Source: an optimization exercise on an open RTL-to-GDS flow (aim: small area, a short achievable clock period and few clock cycles). Production flows keep margins and buffers that such runs may drop.
Only simulation tests tie the RTL to the original design; equivalence was not proved.
No activity file was given, so power comes from the tool's default toggle rates.

Design trpx_terse_enc, start of the top module:
module trpx_terse_enc (
    input  wire        clk,
    input  wire        rst,
    input  wire        start,
    output wire        start_ready,
    input  wire [6:0]  cfg_block,     
    input  wire        cfg_signed,    
    input  wire [6:0]  cfg_pb,        
    input  wire [15:0] cfg_n,         
    input  wire        in_valid,
    output wire        in_ready,
    input  wire [31:0] in_data,
    output wire        out_valid,
    input  wire        out_ready,
    output wire [31:0] out_data,
    output wire        out_last,
    output reg         done,
    output wire [1:0]  done_err,      
    output wire [21:0] done_bits      
);
For scale: roughly 4500 cells after synthesis, ~130 I/O pins.
==> flow/config.mk <==
export PLATFORM = sky130hd
export DESIGN_NAME = trpx_terse_enc
export DESIGN_NICKNAME = trpx_terse_enc
export VERILOG_FILES = /design/flow/design.v
export SDC_FILE = /design/flow/constraint.sdc
export NUM_CORES = 4
export LEC_CHECK = 0
export CAP_MARGIN = 20
export CORE_MARGIN = 5
export CORE_UTILIZATION = 60
export CTS_CLUSTER_DIAMETER = 80
export CTS_CLUSTER_SIZE = 24
export PLACE_DENSITY = 0.72
export SETUP_SLACK_MARGIN = 5
export SLEW_MARGIN = 20
==> flow/constraint.sdc <==
create_clock -name core_clock -period 8.0 [get_ports {clk}]
set_input_delay 1.6000 -clock core_clock [delete_from_list [all_inputs] [get_ports {clk}]]
set_output_delay 1.6000 -clock core_clock [all_outputs]
set_load 0.01 [all_outputs]
run.sh (not shown) runs the stock make flow with config.mk's settings and CLKGATE_MAP_FILE= SYNTH_SCRIPT=/design/flow/synth_recipe.tcl, a recipe that flattens the netlist after the stock synthesis.
Testbench counts at the start, summed over its fixed seeds: cycles 9,290.
==> next run, changes <==
--- a/flow/design.v
+++ b/flow/design.v
@@ -113,23 +113,23 @@
                     v <= in_data;
             assign vflat[gi*32 +: 32] = v;
         end
     endgenerate
     integer j;
     always @(*) begin
         e_raw = 32'd0;
         for (j = 0; j < 32; j = j + 1)
             e_raw = e_raw | (vflat[j*32 +: 32] & {32{rd_oh[j]}});
     end
     reg         p1_item;         
-    reg         p1_end;          
+    reg  [1:0]  p1_kind;
     reg  [1:0]  p1_err;
     reg         p1_last;
     reg         p1_first;
     reg  [5:0]  p1_n;
     reg         c_vld;
     reg  [1:0]  c_kind;
     reg  [1:0]  c_err;
     reg         c_last;
     reg         c_first;
     reg  [5:0]  c_n;
     wire [31:0] s_th  = therm;
@@ -166,50 +166,46 @@
     reg  [1:0]  f_err;
     wire        f_acc;
     wire        f_free  = !f_vld || f_acc;
     wire        e_go    = h_vld && f_free;
     wire        e_isend = (h_kind == K_END);
     wire        e_lastv = (h_n == 6'd1);
     wire        e_hdr   = h_hdr && (h_kind == K_BLK);
     wire        e_split = e_hdr && ((h_ht == 2'd0 && h_s[5]) ||
                                     (h_ht == 2'd3 && h_s > 6'd20));
     wire        e_pop   = e_go && !e_split && (e_isend || e_lastv);
     wire        e_read  = e_go && !e_split && !e_isend;
-    wire [31:0] e_m = lowmask(h_s);
+    wire [31:0] e_v = e_raw & lowmask(h_s);
     reg  [11:0] e_h;
     reg  [3:0]  e_hl;
     always @(*) begin
         case (h_ht)
             2'd0: begin e_h = 12'd1;                               e_hl = 4'd1;  end
             2'd1: begin e_h = {8'd0, h_s[2:0], 1'b0};              e_hl = 4'd4;  end
             2'd2: begin e_h = {6'd0, h_s[1:0] - 2'd3, 4'b1110};    e_hl = 4'd6;  end
             default: begin e_h = {h_s - 6'd10, 6'b111110};         e_hl = 4'd12; end
         endcase
     end
-    wire        p_v0  = !e_hdr;                           
-    wire        p_v1  = e_hdr && !e_split && h_ht == 2'd0;
-    wire        p_v4  = e_hdr && !e_split && h_ht == 2'd1;
-    wire        p_v6  = e_hdr && !e_split && h_ht == 2'd2;
-    wire        p_v12 = e_hdr && !e_split && h_ht == 2'd3;
-    wire [31:0] g0    = e_m & {32{p_v0}};
-    wire [31:0] g1    = {e_m[30:0], 1'b0}  & {32{p_v1}};
-    wire [31:0] g4    = {e_m[27:0], 4'd0}  & {32{p_v4}};
-    wire [31:0] g6    = {e_m[25:0], 6'd0}  & {32{p_v6}};
-    wire [31:0] g12   = {e_m[19:0], 12'd0} & {32{p_v12}};
-    wire [11:0] e_hb  = e_hdr ? e_h : 12'd0;
-    wire [31:0] e_data = (g0  & e_raw) |
-                         (g1  & {e_raw[30:0], 1'b0}) |
-                         (g4  & {e_raw[27:0], 4'd0}) |
-                         (g6  & {e_raw[25:0], 6'd0}) |
-                         (g12 & {e_raw[19:0], 12'd0}) |
-                         {20'd0, e_hb};
+    reg  [31:0] e_data;
+    always @(*) begin
+        if (e_split)
+            e_data = {20'd0, e_h};
+        else if (!e_hdr)
+            e_data = e_v;
+        else case (h_ht)
+            2'd0:    e_data = {e_v[30:0], 1'b1};
+            2'd1:    e_data = {e_v[27:0], e_h[3:0]};
+            2'd2:    e_data = {e_v[25:0], e_h[5:0]};
+            default: e_data = {e_v[19:0], e_h};
+        endcase
+    end
     wire [5:0]  e_len = e_split ? {2'd0, e_hl} : h_s + (e_hdr ? {2'd0, e_hl} : 6'd0);
     wire        e_nz  = e_hdr || (h_s != 6'd0);
     wire        e_end = !e_split && (e_isend || (e_lastv && (h_last || h_kind == K_BAD)));
     wire [1:0]  e_err = (h_kind == K_BAD) ? 2'd3 : (h_kind == K_END) ? h_err : 2'd0;
     reg  [31:0] acc;             
     reg  [5:0]  cnt;
     reg         flushing;
     reg  [1:0]  p_err;
     reg  [21:0] p_bits;
     reg  [31:0] w0, w1;
     reg         w0_v, w1_v, w0_l, w1_l;
@@ -332,34 +328,34 @@
             end
             if (in_fire) begin
                 wr_ptr <= wr_ptr + 5'd1;
                 i_bad  <= bad_now;
             end
             r1_vld    <= in_fire;
             r1_bfirst <= i_bfirst;
             if (r1_vld)
                 therm <= (r1_bfirst ? 32'd0 : therm) | r1_st;
             p1_item <= new_item;
             if (start_fire) begin
-                p1_end  <= 1'b1;
+                p1_kind <= K_END;
                 p1_err  <= cfg_err;
             end else begin
-                p1_end  <= 1'b0;
+                p1_kind <= bad_now ? K_BAD : K_BLK;
                 p1_err  <= 2'd3;
             end
             p1_last  <= frm_end;
             p1_first <= i_ffirst;
             p1_n     <= i_bn;
             c_vld <= p1_item || c_hold;
             if (!(c_vld && c_kind == K_END)) begin
-                c_kind  <= p1_end ? K_END : i_bad ? K_BAD : K_BLK;
+                c_kind  <= p1_kind;
                 c_err   <= p1_err;
                 c_last  <= p1_last;
                 c_first <= p1_first;
                 c_n     <= p1_n;
             end
             if (e_pop) begin
                 for (qi = 0; qi < QD - 1; qi = qi + 1)
                     q[qi] <= q[qi + 1];
             end else if (e_read) begin
                 q[0][13:8] <= h_n - 6'd1;
             end
=>
- The new run ran to the end with no violations
- routed wire length goes up slightly
- worst setup slack gains 59 ps
- final area is higher slightly
- worst hold slack got worse by 11 ps
- clock power falls slightly
- utilization rises by 0.33 points
- sequential power barely changes
- die area stays flat
- combinational power rose by roughly a tenth
- register-to-register slack is better by 60 ps
- synthesized area barely changes
Testbench counts after the change, summed over its fixed seeds: cycles 9,290.

==> static timing again, ports no longer ideal <==
No port has a modelled driver above. Below, the same layouts with a new extraction and two added sets of constraints. Step 1 sets driving cells, clkbuf_16 on the clock port and buf_2 on the other inputs (assumed; they add their load-dependent delay and slew). Step 2 also shifts input and output timing later by t, the mid clock arrival at the registers, as if the neighbouring blocks saw the same clock. Three values: ideal, step 1, step 2; two values: the first two.
run | t (ns) | setup slack, ns | latest minus earliest clock arrival (ns)
the first run | 0.760 | 4.873 / 4.873 / 4.298 | 0.036 / 0.037
the second run | 0.752 | 4.932 / 4.932 / 4.308 | 0.038 / 0.039
After both steps setup and hold are still met in every run listed. The setup slack of the second run, which loses most, moves by 0.000 ns with the drivers and by -0.624 ns with both steps.
